Background: an optimization exercise with open tools, aiming at small area. Do not read the settings as production practice. Only simulation tests tie the RTL to the original design; equivalence was not proved. Power is estimated from default activity; no workload was simulated.

<file path="design/flow/run.sh">
#!/bin/bash
# synth_recipe.tcl (not shown) runs the flow's synth.tcl, then flattens the netlist and writes it again
# the make line also repeats each setting of config.mk as NAME=value (left out here)
make -C /OpenROAD-flow-scripts/flow DESIGN_CONFIG=/design/flow/config.mk WORK_HOME=/design/flow/orfs CLKGATE_MAP_FILE= SYNTH_SCRIPT=/design/flow/synth_recipe.tcl finish
</file>
<file path="design/flow/config.mk">
export PLATFORM = sky130hd
export DESIGN_NAME = aims_core
export DESIGN_NICKNAME = aims_core
export VERILOG_FILES = /design/flow/design.v
export SDC_FILE = /design/flow/constraint.sdc
export NUM_CORES = 4
export LEC_CHECK = 0
export ABC_AREA = 1
export CAP_MARGIN = 20
export CORE_MARGIN = 2
export CORE_UTILIZATION = 40
export PLACE_DENSITY = 0.6
export SLEW_MARGIN = 20
</file>
<file path="design/flow/constraint.sdc">
create_clock -name core_clock -period 13.0 [get_ports {clk}]
set_input_delay 2.6000 -clock core_clock [delete_from_list [all_inputs] [get_ports {clk}]]
set_output_delay 2.6000 -clock core_clock [all_outputs]
set_load 0.01 [all_outputs]
</file>
<file path="design/flow/design.v">
module aims_core (
    input  wire         clk,
    input  wire         rst,           
    input  wire         host_we,
    input  wire [3:0]   host_addr,
    input  wire [63:0]  host_wdata,
    output reg  [63:0]  host_rdata,
    input  wire [2:0]   rs_idx,
    output wire [31:0]  rs_data,
    output wire [9:0]   imem_addr,
    input  wire [127:0] imem_rdata
);
    localparam [2:0] ST_IDLE   = 3'd0;
    localparam [2:0] ST_RUN    = 3'd1;
    localparam [2:0] ST_HALT   = 3'd2;
    localparam [2:0] ST_CAPPED = 3'd3;
    localparam [2:0] ST_FAULT  = 3'd4;
    localparam [1:0] PH_FETCH = 2'd0;
    localparam [1:0] PH_EXEC  = 2'd1;
    localparam [1:0] PH_MUL   = 2'd2;
    localparam [1:0] PH_INC   = 2'd3;
    reg [31:0] x0, x1, x2, x3, x4, x5;
    reg [2:0]  state;
    reg [1:0]  ph;
    reg [4:0]  cnt;
    reg        zf;             
    reg        fc2;            
    reg        load_err;
    reg        le7;            
    reg [2:0]  ipsel;
    reg [10:0] plen;
    reg        cap_en;
    reg        cap_vld;        
    reg [63:0] cap_n;
    reg [63:0] iter;
    reg [31:0] T;              
    function [31:0] rdx;
        input [2:0] s;
        begin
            case (s)
                3'd0: rdx = x0;
                3'd1: rdx = x1;
                3'd2: rdx = x2;
                3'd3: rdx = x3;
                3'd4: rdx = x4;
                3'd5: rdx = x5;
                default: rdx = 32'd0;
            endcase
        end
    endfunction
    wire running = (state == ST_RUN);
    wire idle    = (state == ST_IDLE);
    wire ph_exec = running & (ph == PH_EXEC);
    wire ph_mul  = running & (ph == PH_MUL);
    wire ph_inc  = running & (ph == PH_INC);
    wire ph_fetch = running & (ph == PH_FETCH);
    wire [3:0]  op     = imem_rdata[3:0];
    wire        op_bad = |imem_rdata[31:4];
    wire [31:0] la     = imem_rdata[63:32];
    wire [31:0] lb     = imem_rdata[95:64];
    wire [31:0] lc     = imem_rdata[127:96];
    reg a_is_reg, b_is_reg;
    always @(*) begin
        case (op)
            4'd9, 4'd10, 4'd13: a_is_reg = 1'b0;
            default:            a_is_reg = 1'b1;
        endcase
        case (op)
            4'd0, 4'd2, 4'd4, 4'd6, 4'd10, 4'd12, 4'd13, 4'd15: b_is_reg = 1'b1;
            default:                                            b_is_reg = 1'b0;
        endcase
    end
    wire a_bad = (|la[31:3]) | (la[2] & la[1]);
    wire b_bad = (|lb[31:3]) | (lb[2] & lb[1]);
    wire c_bad = (|lc[31:3]) | (lc[2] & lc[1]);
    wire idx_bad = (a_is_reg & a_bad) | (b_is_reg & b_bad) | c_bad;
    wire [2:0] c_idx = lc[2:0];
    wire is_mul = (op[3:1] == 3'd1);
    wire is_and = (op[3:1] == 3'd2);
    wire is_or  = (op[3:1] == 3'd3);
    wire is_set = (op[3:1] == 3'd4);
    wire is_add = (op[3:1] == 3'd0);
    wire is_cmp = (op[3:2] == 2'd3) | (op[3:1] == 3'd5);
    wire is_gt  = (op == 4'd10) | (op == 4'd11) | (op == 4'd12);
    wire [2:0]  sel_a = running ? la[2:0] : rs_idx;
    wire [31:0] pa    = zf ? 32'd0 : rdx(sel_a);
    assign rs_data = pa;
    wire        b_pc  = ~(ph_exec | ph_mul);
    wire [2:0]  sel_b = b_pc ? ipsel : lb[2:0];
    wire [31:0] pb    = rdx(sel_b);
    wire [31:0] pcp = rdx(ipsel);
    assign imem_addr = pcp[9:0];
    wire [31:0] va = a_is_reg ? pa : la;
    wire [31:0] vb = (b_is_reg | b_pc) ? pb : lb;
    wire nbit = vb[cnt];
    wire x_en = ph_exec ? (is_mul ? vb[31] : 1'b1) : (ph_mul & nbit);
    wire y_t  = ph_mul;
    wire y_vb = (ph_exec & (is_add | is_cmp)) | ph_inc;
    wire inv  = ph_exec & is_cmp;
    wire cin  = inv | ph_inc;
    wire [31:0] X = va & {32{x_en}};
    wire [31:0] Y = y_t ? {T[30:0], 1'b0} : ((vb & {32{y_vb}}) ^ {32{inv}});
    wire [32:0] s2 = {X, cin} + {Y, cin};
    wire [31:0] sum = s2[32:1];
    wire eq  = (sum == 32'd0);
    wire ovf = (va[31] ^ vb[31]) & (sum[31] ^ va[31]);
    wire lt  = sum[31] ^ ovf;
    wire flag = is_gt ? (~lt & ~eq) : eq;
    wire s_sum = ((is_add | is_set | is_mul) & ph_exec) | ph_mul | ph_inc;
    wire s_and = ph_exec & is_and;
    wire s_or  = ph_exec & is_or;
    wire s_cmp = ph_exec & is_cmp;
    wire [31:0] wb = (sum & {32{s_sum}}) | (va & vb & {32{s_and}}) |
                     ((va | vb) & {32{s_or}}) | {31'd0, flag & s_cmp};
    wire start = host_we & idle & (host_addr == 4'h7) & host_wdata[0] & ~load_err;
    wire pc_in_range = (pb[31:11] == 21'd0) & (pb[10:0] < plen);
    wire exec_ok = ph_exec & ~op_bad & ~idx_bad;
    wire wr_c = (exec_ok & ~is_mul) | (ph_mul & (cnt == 5'd0));
    wire [63:0] iter_next = iter + 64'd1;
    wire cap_hit = cap_en & cap_vld & (iter_next == cap_n);
    wire [5:0] we;
    genvar g;
    generate
        for (g = 0; g < 6; g = g + 1) begin : gwe
            assign we[g] = start | (wr_c & (c_idx == g)) | (ph_inc & (ipsel == g));
        end
    endgenerate
    wire hi_zero = (host_wdata[63:11] == 53'd0);
    always @(posedge clk) begin
        T <= sum;
        if (we[0]) x0 <= wb;
        if (we[1]) x1 <= wb;
        if (we[2]) x2 <= wb;
        if (we[3]) x3 <= wb;
        if (we[4]) x4 <= wb;
        if (we[5]) x5 <= wb;
        if (rst) begin
            state    <= ST_IDLE;
            ph       <= PH_FETCH;
            zf       <= 1'b1;
            fc2      <= 1'b0;
            load_err <= 1'b0;
            le7      <= 1'b0;
            ipsel    <= 3'd1;
            plen     <= 11'd0;
            cap_en   <= 1'b0;
            cap_vld  <= 1'b0;
            iter     <= 64'd0;
        end else begin
            if (host_we & idle) begin
                case (host_addr)
                    4'h1: begin
                        if (hi_zero & (host_wdata[10:3] == 8'd0) & ~(host_wdata[2] & host_wdata[1]))
                            ipsel <= host_wdata[2:0];
                        else if (!load_err) begin
                            load_err <= 1'b1;
                            le7      <= 1'b0;
                        end
                    end
                    4'h2: begin
                        if (hi_zero & (~host_wdata[10] | (host_wdata[9:0] == 10'd0)))
                            plen <= host_wdata[10:0];
                        else if (!load_err) begin
                            load_err <= 1'b1;
                            le7      <= 1'b1;
                        end
                    end
                    4'h3: cap_en <= host_wdata[0];
                    4'h4: cap_vld <= 1'b1;
                    default: ;
                endcase
            end
            if (start) begin
                state <= ST_RUN;
                ph    <= PH_FETCH;
                zf    <= 1'b0;
            end
            if (running) begin
                case (ph)
                    PH_FETCH: begin
                        if (pc_in_range) ph <= PH_EXEC;
                        else             state <= ST_HALT;
                    end
                    PH_EXEC: begin
                        if (op_bad | idx_bad) begin
                            state <= ST_FAULT;
                            fc2   <= ~op_bad;
                        end else if (is_mul) begin
                            ph  <= PH_MUL;
                            cnt <= 5'd30;
                        end else
                            ph <= PH_INC;
                    end
                    PH_MUL: begin
                        cnt <= cnt - 5'd1;
                        if (cnt == 5'd0) ph <= PH_INC;
                    end
                    PH_INC: begin
                        iter <= iter_next;
                        if (cap_hit) state <= ST_CAPPED;
                        else         ph <= PH_FETCH;
                    end
                endcase
            end
        end
    end
    always @(posedge clk)
        if (host_we & idle & (host_addr == 4'h4))
            cap_n <= host_wdata;
    wire fault = (state == ST_FAULT);
    always @(*) begin
        case (host_addr)
            4'h0:    host_rdata = {52'd0, 2'd0, fault & fc2, fault & ~fc2,
                                   1'b0, load_err, load_err & le7, load_err & le7,
                                   load_err, state};
            4'h1:    host_rdata = {61'd0, ipsel};
            4'h2:    host_rdata = {53'd0, plen};
            4'h3:    host_rdata = {63'd0, cap_en};
            4'h4:    host_rdata = cap_vld ? cap_n : 64'd0;
            4'h5:    host_rdata = iter;
            4'h6:    host_rdata = fault ? {54'd0, pcp[9:0]} : 64'd0;
            default: host_rdata = 64'd0;
        endcase
    end
endmodule
</file>
==> run notes <==
==> power by group <==
part,total [W],switching (W),internal [W]
combinational,0.000174,0.0000951,0.0000794
clock,0.00137,0.000569,0.000801
sequential,0.00130,0.00000446,0.00129
==> worst paths after layout <==
path | end | depth (start not counted) | start | slack, ns
max reg2reg | x4[0] | 39 | ph[1] | 4.69
max | x4[0] | 35 | imem_rdata[1] | 3.36
min | le7 | 2 | le7 | 0.45
min reg2reg | le7 | 2 | le7 | 0.45
==> through the flow <==
step | power, W | instance area, um^2 | setup WS [ns]
floorplan | 0.00138 | 24600 | 5.66
finish | 0.00284 | 30100 | 3.36
global route | 0.00291 | 30100 | 2.67
CTS | 0.00285 | 30100 | 3.55
detailed placement | 0.00149 | 28500 | 2.91
global placement | 0.00149 | 28500 | 3.05
==> cell families after synthesis <==
group | Yosys count
muxes | 20
and+or+nand+nor | 1380
DFF | 381
AOI/OAI and AO/OA | 682
adders and majority gates | 46
buffers and inverters | 500
xor gates and xnor gates | 127
==> area by class of cell <==
cell class	count	area, um^2	area share (%)
Timing Repair Buffer	345	3360	11.2
Sequential cell	381	10200	34.0
Multi-Input combinational cell	2255	12500	41.4
Clock buffer	53	1190	3.94
Clock inverter	31	409	1.36
Tap cell	782	978	3.25
Inverter	387	1450	4.83
==> cell usage in the layout, fill, tap and decap left out, types with 21 or more instances in the layout <==
master	n
nand2_1	567
inv_1	366
nor2_1	326
clkdlybuf4s50_1	307
edfxtp_1	261
o21ai_0	215
a21oi_1	198
nand3_1	138
nand4_1	123
dfxtp_1	120
xor2_1	112
nor4_1	59
nor3_1	53
o22ai_1	47
ha_1	45
clkbuf_16	45
a221oi_1	42
or2_2	38
buf_4	38
o211ai_1	27
a22oi_1	25
a31oi_1	21
==> registers in the layout, summed over array words and instances, names as in the netlist, 2 cells and up <==
register,count
T,31
cap_n,64
cnt,5
ipsel,3
iter,64
ph,2
plen,11
state,3
x0,32
x1,32
x2,32
x3,32
x4,32
x5,32
==> Yosys cell counts (20+ instances only) <==
library cell / instances / share of area, %
a21oi_1: 198 / 4.0
a221oi_1: 42 / 1.5
a22oi_1: 25 / 0.76
a31oi_1: 21 / 0.53
buf_2: 21 / 0.43
clkbuf_1: 73 / 1.1
dfxtp_1: 120 / 9.8
edfxtp_1: 261 / 32
ha_1: 45 / 2.3
inv_1: 367 / 5.6
mux2i_1: 20 / 0.81
nand2_1: 569 / 8.7
nand3_1: 138 / 2.8
nand4_1: 123 / 3.1
nor2_1: 328 / 5.0
nor3_1: 55 / 1.1
nor4_1: 59 / 1.5
o211ai_1: 27 / 0.82
o21ai_0: 216 / 4.4
o22ai_1: 47 / 1.2
or2_2: 38 / 0.97
xor2_1: 112 / 4.0
==> layer usage <==
layer / vias up / routed length (um) / global-route usage (%)
met5: - / 0 / 0
met4: 0 / 9890 / 25.1
met3: 401 / 9710 / 5.56
met2: 1537 / 53000 / 58.9
met1: 11977 / 41200 / 40.6
li1: 11532 / - / -
==> worst register-to-register path: cells and delay by family, from the launching register on <==
kind            cells  cell delay (ns)
simple gates       27             3.99
fa+ha+maj           1             0.50
xor+xnor            1             0.22
buf+inv             5             1.35
flops               1             0.50
compound gates      5             1.47
==> insert_results.sql <==
INSERT INTO impl_metrics (metric_group, metric, value, unit) VALUES
('run_status', 'outcome', 'timing/DRC/antenna clean', ''),
('synthesis', 'yosysWarnings', '1', ''),
('critical_path', 'cpLargestDelayFamily', 'simple AND/OR/NAND/NOR gates', ''),
('timing', 'report.final.slew_viol_count', '0', ''),
('cts', 'longest_clk_path_bufs', '3', ''),
('synthesis', 'synth_sequential_area_ratio', '41.6', '%'),
('critical_path', 'critical_path.endpoint_type', 'register', ''),
('critical_path', 'worst-endpoint-required', '13.31', 'ns'),
('synthesis', 'synth-compound-area-share', '16.7', '%'),
('cts', 'tritoncts_buffer_count', '45', ''),
('final_layout', 'antenna_diodes', '0', ''),
('floorplanning', 'floorplan.initialDensity', '40.7', '%'),
('final_layout', 'filler_cell_count', '5896', ''),
('routing', 'route.final.wire_length', '114000', 'um'),
('final_layout', 'synthToLayoutAreaGrowth', '22.1', '%'),
('synthesis', 'syn-num-nets', '3384', ''),
('floorplanning', 'row_count', '90', ''),
('global_route', 'gr-usage-all-layers', '35.0', '%'),
('final_layout', 'finalNetCount', '3663', ''),
('timing', 'tightestPinTransition', '1.30', 'ns'),
('job', 'drv_cap', '0', ''),
('routing', 'route.antenna.remaining_nets', '0', ''),
('timing', 'final_critical_path_share_of_the_clock_period', '74.1', '%'),
('placed_design', 'dp_hpwl', '86500', 'um'),
('synthesis', 'combinational_family_with_the_most_area_after_synthesis', 'simple AND/OR/NAND/NOR gates', ''),
('synthesis', 'synth_flop_cell', 'edfxtp_1', ''),
('synthesis', 'fraction_of_registers_with_async_set_reset', '0', '%'),
('final_layout', 'fin_cells', '4234', ''),
('timing', 'worst_clock_skew', '0.0299', 'ns'),
('final_layout', 'drive_above_1_share', '6.75', '%'),
('timing', 'slew_headroom', '12.0', '%'),
('global_route', 'grt_first_pass_wirelength', '164000', 'um'),
('global_route', 'first_global_vias', '24896', ''),
('synthesis', 'synth.lib_cells_used.distinct', '70', ''),
('cts', 'htree_num_levels', '2', ''),
('critical_path', 'worstSetupPathType', 'input pin to register', ''),
('routing', 'drtIter0Drc', '2611', ''),
('cts', 'cts_tree', 'yes', ''),
('critical_path', 'cpMostUsedCell', 'nand2_1', ''),
('critical_path', 'worstPathArrival', '9.95', 'ns'),
('final_layout', 'fin_util', '49.7', '%'),
('cts', 'clkTransAtPathRegs', '0.06', 'ns'),
('synthesis', 'synth-xor-area-share', '4.63', '%'),
('worst_hold_path', 'worstHoldPathType', 'register to register', ''),
('synthesis', 'yosys.area_share.adder', '2.37', '%'),
('global_route', 'overflow', '0', ''),
('critical_path', 'critical_path.slowest_cell', 'nand2_2', ''),
('critical_path', 'longest_individual_stage_delay_on_the_worst_path', '0.65', 'ns'),
('floorplanning', 'design.die.area', '63600', 'um^2'),
('floorplanning', 'die_w', '252', 'um'),
('timing', 'final_hold_viol_count', '0', ''),
('timing', 'timing.final.crit_period', '9.64', 'ns'),
('synthesis', 'synth.ff_latch_count', '381', ''),
('critical_path', 'worstSetupStartpointType', 'input pin', ''),
('synthesis', 'synth_area_per_cell', '7.85', 'um^2'),
('global_route', 'grt_antenna_before_repair', '2', ''),
('cts', 'clk_root_buffer_cell', 'clkbuf_16', ''),
('timing', 'setup_tns', '0', 'ns'),
('routing', 'drt_first_pass_iters', '8', ''),
('power_and_ir_drop', 'vdd_drop_max', '0.111', 'mV'),
('timing', 'timing.fmax', '104', 'MHz'),
('timing', 'setup_repair_after_global_routing_missed_its_margin', 'no', ''),
('cts', 'cts.sink_count', '381', ''),
('cts', 'clock_insertion_delay_worst_skew', '0.63', 'ns'),
('floorplanning', 'core_area', '60600', 'um^2'),
('routing', 'route.detailed.wl_per_inst', '26.9', 'um'),
('placed_design', 'place_congestion', '0.995', ''),
('cts', 'cts_stage_hold_buffer_count', '0', ''),
('power_and_ir_drop', 'power-per-cell-area', '94.4', 'nW/um^2'),
('synthesis', 'syn-instance-count', '3136', ''),
('critical_path', 'timing.critical_path.buf_inv', '5', '');

[re-timing with driven ports]
The flow's constraints put no driver on any port. The routed layout listed below was extracted and timed again, unchanged, in two steps.
Step 1: set_driving_cell puts a clkbuf_16 on clk and a buf_2 on each other input, an assumption about the parent block.
Step 2 adds t to the input delays and takes it off the output delays; t is the mean of the earliest and latest rising clock arrival at the registers after step 1. Input paths then give back, and output paths get back, about the clock's delay inside the block.
a / b / c = ideal ports / drivers / drivers and shift; a / b = the first two.
shift t [ns]: 0.672
setup WS [ns]: 3.362 / 3.391 / 2.719
worst data-port slew with drivers (ns): 0.09
pins driven straight from the clock port: 1
After both steps this run still meets setup and hold. For this run, drivers alone change the setup slack by +0.029 ns; drivers and shift together by -0.643 ns.
